From an optimization exercise on the open Yosys and OpenROAD flow, aimed at small area, a short achievable clock period and few clock cycles per item; shortcuts taken in it are not production practice. In this exercise RTL edits were held to simulation tests only and were not proved equivalent to the original. Power is estimated from default activity; no workload was simulated.

### config.mk
export PLATFORM = sky130hd
export DESIGN_NAME = crsf_framer
export DESIGN_NICKNAME = crsf_framer
export VERILOG_FILES = /design/flow/design.v
export SDC_FILE = /design/flow/constraint.sdc
export NUM_CORES = 4
export LEC_CHECK = 0
export CAP_MARGIN = 20
export CORE_MARGIN = 2
export CORE_UTILIZATION = 40
export SLEW_MARGIN = 20
### constraint.sdc
create_clock -name core_clock -period 8.0 [get_ports {clk}]
set_input_delay 1.6000 -clock core_clock [delete_from_list [all_inputs] [get_ports {clk}]]
set_output_delay 1.6000 -clock core_clock [all_outputs]
set_load 0.01 [all_outputs]
### design.v
module crsf_framer (
    input  wire       clk,
    input  wire       rst,         
    input  wire       in_valid,
    input  wire [7:0] in_data,
    output wire       in_ready,
    output wire       out_valid,
    output wire [7:0] out_data,
    output wire       out_last,
    input  wire       out_ready
);
    localparam DEPTH   = 64;       
    localparam LEN_MIN = 2;
    localparam LEN_MAX = 62;
    localparam [2:0] S_EVAL  = 3'd0,
                     S_WAIT  = 3'd1,
                     S_CRC   = 3'd2,
                     S_CHECK = 3'd3,
                     S_EMIT  = 3'd4;
    function automatic [7:0] crc8_step(input [7:0] r, input [7:0] d);
        integer k;
        reg [7:0] c;
        begin
            c = r ^ d;
            for (k = 0; k < 8; k = k + 1)
                c = c[7] ? ((c << 1) ^ 8'hD5) : (c << 1);
            crc8_step = c;
        end
    endfunction
    function automatic is_sync(input [7:0] b);
        is_sync = (b == 8'hC8) || (b == 8'hEA) || (b == 8'hEC) || (b == 8'hEE);
    endfunction
    reg [7:0] buf_q [0:DEPTH-1];
    reg [6:0] cnt;                 
    reg [2:0] state;
    reg [5:0] idx;                 
    reg [7:0] crc;
    reg [6:0] remain;              
    wire [7:0] b0     = buf_q[0];
    wire [7:0] len    = buf_q[1];
    wire       sync0  = is_sync(b0);
    wire       len_ok = (len >= LEN_MIN) && (len <= LEN_MAX);
    wire [6:0] flen   = {1'b0, len[5:0]} + 7'd2;    
    wire [7:0] rx_crc = buf_q[len[5:0] + 6'd1];
    wire load  = (state == S_WAIT) && in_valid;
    reg  shift;
    always @(*) begin
        shift = 1'b0;
        case (state)
            S_EVAL:  shift = (cnt != 7'd0) && (!sync0 || ((cnt != 7'd1) && !len_ok));
            S_CHECK: shift = (crc != rx_crc);
            S_EMIT:  shift = out_ready;
            default: shift = 1'b0;
        endcase
    end
    integer i;
    always @(posedge clk) begin
        if (shift) begin
            for (i = 0; i < DEPTH - 1; i = i + 1)
                buf_q[i] <= buf_q[i + 1];
        end else if (load) begin
            buf_q[cnt[5:0]] <= in_data;
        end
    end
    always @(posedge clk) begin
        if (rst) begin
            cnt    <= 7'd0;
            state  <= S_EVAL;
            idx    <= 6'd0;
            crc    <= 8'h00;
            remain <= 7'd0;
        end else begin
            if (shift)
                cnt <= cnt - 7'd1;
            else if (load)
                cnt <= cnt + 7'd1;
            case (state)
                S_EVAL: begin
                    if (cnt == 7'd0)
                        state <= S_WAIT;
                    else if (!sync0)
                        state <= S_EVAL;
                    else if (cnt == 7'd1)
                        state <= S_WAIT;
                    else if (!len_ok)
                        state <= S_EVAL;
                    else if (cnt < flen)
                        state <= S_WAIT;
                    else begin
                        crc   <= 8'h00;
                        idx   <= 6'd2;
                        state <= S_CRC;
                    end
                end
                S_WAIT: begin
                    if (in_valid)
                        state <= S_EVAL;
                end
                S_CRC: begin
                    crc <= crc8_step(crc, buf_q[idx]);
                    idx <= idx + 6'd1;
                    if (idx == len[5:0])
                        state <= S_CHECK;
                end
                S_CHECK: begin
                    if (crc == rx_crc) begin
                        remain <= flen;
                        state  <= S_EMIT;
                    end else begin
                        state  <= S_EVAL;
                    end
                end
                S_EMIT: begin
                    if (out_ready) begin
                        remain <= remain - 7'd1;
                        if (remain == 7'd1)
                            state <= S_EVAL;
                    end
                end
                default: state <= S_EVAL;
            endcase
        end
    end
    assign in_ready  = (state == S_WAIT);
    assign out_valid = (state == S_EMIT);
    assign out_data  = b0;
    assign out_last  = (state == S_EMIT) && (remain == 7'd1);
endmodule
### run.sh
#!/bin/bash
# synth_recipe.tcl (not shown) runs the flow's synth.tcl, then flattens the netlist and writes it again
# the make line also repeats each setting of config.mk as NAME=value (left out here)
make -C /OpenROAD-flow-scripts/flow DESIGN_CONFIG=/design/flow/config.mk WORK_HOME=/design/flow/orfs CLKGATE_MAP_FILE= SYNTH_SCRIPT=/design/flow/synth_recipe.tcl finish
==> run notes <==
[sequential cells by signal, indices dropped and copies added (netlist names), named ones only]
register / flops
state: 3
crc: 8
cnt: 7
idx: 6
buf_q: 512
remain: 7
[cells in the mapped netlist (all sizes together) (17+ instances only)]
cell	number	area [µm²]
a21oi	18	93.8
buf	76	448
clkbuf	101	379
dfxtp	37	741
edfxtp	512	15400
inv	17	63.8
mux2	523	5890
mux2i	33	330
mux4	294	6620
nand2	137	517
nor2	78	293
nor3	19	95.1
o21ai	47	235
xnor2	29	269
xor2	24	218
[worst max-delay path: stages, from the launching register on]
cell,delay (ns)
sky130_fd_sc_hd__edfxtp_1,0.78
sky130_fd_sc_hd__ha_1,0.46
sky130_fd_sc_hd__and3b_1,0.37
sky130_fd_sc_hd__or2_1,0.49
sky130_fd_sc_hd__mux4_2,0.60
sky130_fd_sc_hd__o2111ai_1,0.31
sky130_fd_sc_hd__o41ai_1,0.16
sky130_fd_sc_hd__xor2_1,0.16
sky130_fd_sc_hd__nor4_1,0.52
sky130_fd_sc_hd__a21oi_1,0.26
sky130_fd_sc_hd__nor2_4,0.78
sky130_fd_sc_hd__buf_4,0.48
sky130_fd_sc_hd__o21ai_0,0.51
[final cells by class]
type	count	area share
well taps	1070	0.0373
inverters	19	0.00199
clock inverters	36	0.0111
multi-input cells	1363	0.443
clock buffers	73	0.0438
repair buffers	58	0.0137
flip-flops and latches	549	0.449
[layer usage]
metal,part of all wire,global-route usage,up-vias
met3,0.10,0.0558,172
met1,0.42,0.353,11202
met2,0.45,0.368,1207
met5,0.00034,0,-
met4,0.033,0.0749,6
li1,-,-,8455
[final timing paths]
path	from	end	slack (ns)	cells past startpoint
max reg2reg	buf_q[1][2]$_DFFE_PP_	buf_q[6][4]$_DFFE_PP_	1.68	12
max	buf_q[1][2]$_DFFE_PP_	buf_q[6][4]$_DFFE_PP_	1.68	12
min	remain[6]$_SDFFE_PP0P_	remain[6]$_SDFFE_PP0P_	0.49	2
min reg2reg	remain[6]$_SDFFE_PP0P_	remain[6]$_SDFFE_PP0P_	0.49	2
[stage by stage]
step | setup WS, ns | hold WS, ns | std cells
after floorplan | 3.14 | 0.454 | 2108
after global placement | 1.90 | 0.469 | 3059
after detailed placement | 1.79 | 0.487 | 3059
after CTS | 1.75 | 0.496 | 3168
after global routing | 1.48 | 0.540 | 3168
final | 1.68 | 0.489 | 3168
[report_power, final]
group | leakage (nW) | switching (mW) | internal, mW | total [mW]
Combinational | 4.98 | 2.00 | 1.99 | 3.99
Clock | 0.959 | 1.19 | 1.67 | 2.86
Sequential | 5.37 | 1.05 | 4.84 | 5.89
[cell families after synthesis]
logic type / synth area share
buffers and inverters: 0.0273
adders and majority gates: 0.00571
muxes: 0.391
AOI/OAI and AO/OA: 0.0292
xor gates and xnor gates: 0.0148
and+or+nand+nor: 0.0418
DFF: 0.490
==> metrics.yaml <==
status:
  outcome: "timing/DRC/antenna clean"
global_routing:
  grt_pass1_wl_um: 152000
  grt_antenna_before_repair: 6
  grt_start_max_net_pins: 75
  grt.overflow.total: 0
  global_routing_usage_summed_across_all_routing_layers: 0.245
  first_global_vias: 20594
die:
  starting_density_of_the_core: 0.402
  io-pin-count: 23
  number_of_core_rows: 105
  die_h_um: 291
  placeable_core_region_mm2: 0.0817
  fp.dieArea_mm2: 0.0845
  die_w_um: 291
cells_and_area:
  share_of_layout_cells_above_drive_strength_1: 0.460
  fin_util: 0.439
  commonest_cells_after_routing_fill_and_taps_aside: "sky130_fd_sc_hd__mux2_2, sky130_fd_sc_hd__edfxtp_1, sky130_fd_sc_hd__mux4_2, sky130_fd_sc_hd__nand2_1, sky130_fd_sc_hd__nor2_1"
  final_standard_cell_area_without_fillers_mm2: 0.0359
  multiInputGateArea_mm2: 0.0159
  areaGrowthSynthToFinish_pct: 9.22
  most_common_cell_after_layout_fill_and_taps_aside: "sky130_fd_sc_hd__mux2_2"
  n_fill_cell: 7205
  finish.net_count: 2078
  regArea_mm2: 0.0161
  antennaDiodeCount: 0
placed_design:
  dpl_cell_area_mm2: 0.0339
  port_buffers: 22
  detailed_place_hpwl_um: 71900
  gp_congestion: 0.939
sta:
  timing.fmax_mhz: 158
  setup_total_negative_slack_ns: 0
  rsz0062_at_grt: "no"
  timing_hold_violations_final: 0
  timing_max_transition_violations_final: 0
  worst_clock_skew_ns: 0.0264
  max_slew.worst_pin.slew_ns: 1.15
  period_share: 0.791
  layout_min_cycle_time_ns: 6.32
  final-setup-viol-count: 0
  relSlewSlack: 0.227
clock_network:
  tritoncts: "built"
  cts.sink_count: 549
  clk_latency_ns: 0.64
  cts_root_buffer: "sky130_fd_sc_hd__clkbuf_16"
  cts_hold_buffers: 0
  cts.htree.levels: 2
  cts_resized: 0
  post_cts_setup_repair_buffer_count: 0
  tritoncts.num_buffers: 60
  clock_tree.buffer_depth: 3
  clkTransAtPathRegs_ns: 0.06
worst_setup_path:
  critPathKind: "flop to flop"
  worst-endpoint-required_ns: 8.22
  cp-end-kind: "flop"
  cp.arrival_ns: 6.54
  startpoint_type: "flop"
  maximum_net_fanout_on_the_critical_path: 33
routing:
  vias: 21042
  routed_wirelength_um: 104000
  drc: 0
  vias_per_cell: 6.64
  drt_pass1_iterations: 7
  drt-initial-drc-count: 2626
  postRouteAntennaNets: 0
  post_drt_wl_per_cell_um: 32.9
yosys:
  syn-num-nets: 2135
  post_synth_edffs: 512
  synth-seq-area-share: 0.490
  netlist_area_mm2: 0.0329
  ys_ff_latch: 549
  ys_types: 67
  syn_area_per_cell_um2: 15.6
  syn-instance-count: 2108
  asyncSetResetFlopFracSynth: 0
  synth-warning-count: 1
  postSynth.topFlopCell: "sky130_fd_sc_hd__edfxtp_1"
worst_hold_path:
  hold_removal_path_class: "flop to flop"
power_and_ir_drop:
  cellPowerDensity_mw_per_mm2: 355
  total_power_mw: 12.8
  p_leak_nw: 11.3
  ir_drop_uv: 180
run:
  drv.max_cap_violation_count: 0
Testbench counts, summed over its fixed seeds: cycles 126,435, bytes 32,000.

==> separate check: timing with driven ports <==
How much do the figures lean on ideal ports? The routed layout below was timed once more, with nothing changed but the port constraints.
Step 1, drivers: a clkbuf_16 drives clk and a buf_2 each remaining input, both assumed.
Step 2 also shifts input and output timing later by t, the mid clock arrival at the registers, as if the neighbouring blocks saw the same clock.
Three values: no drivers, after step 1, after step 2; two values: the first two.
t (ns): 0.691
slack for setup (ns): 1.676 / 1.676 / 1.676
hold slack, ns: 0.489 / 0.489 / 0.489
worst data-port slew with drivers (ns): 0.04
After both steps this run still meets setup and hold. The setup slack of this run moves by 0.000 ns with the drivers and by 0.000 ns with both steps.
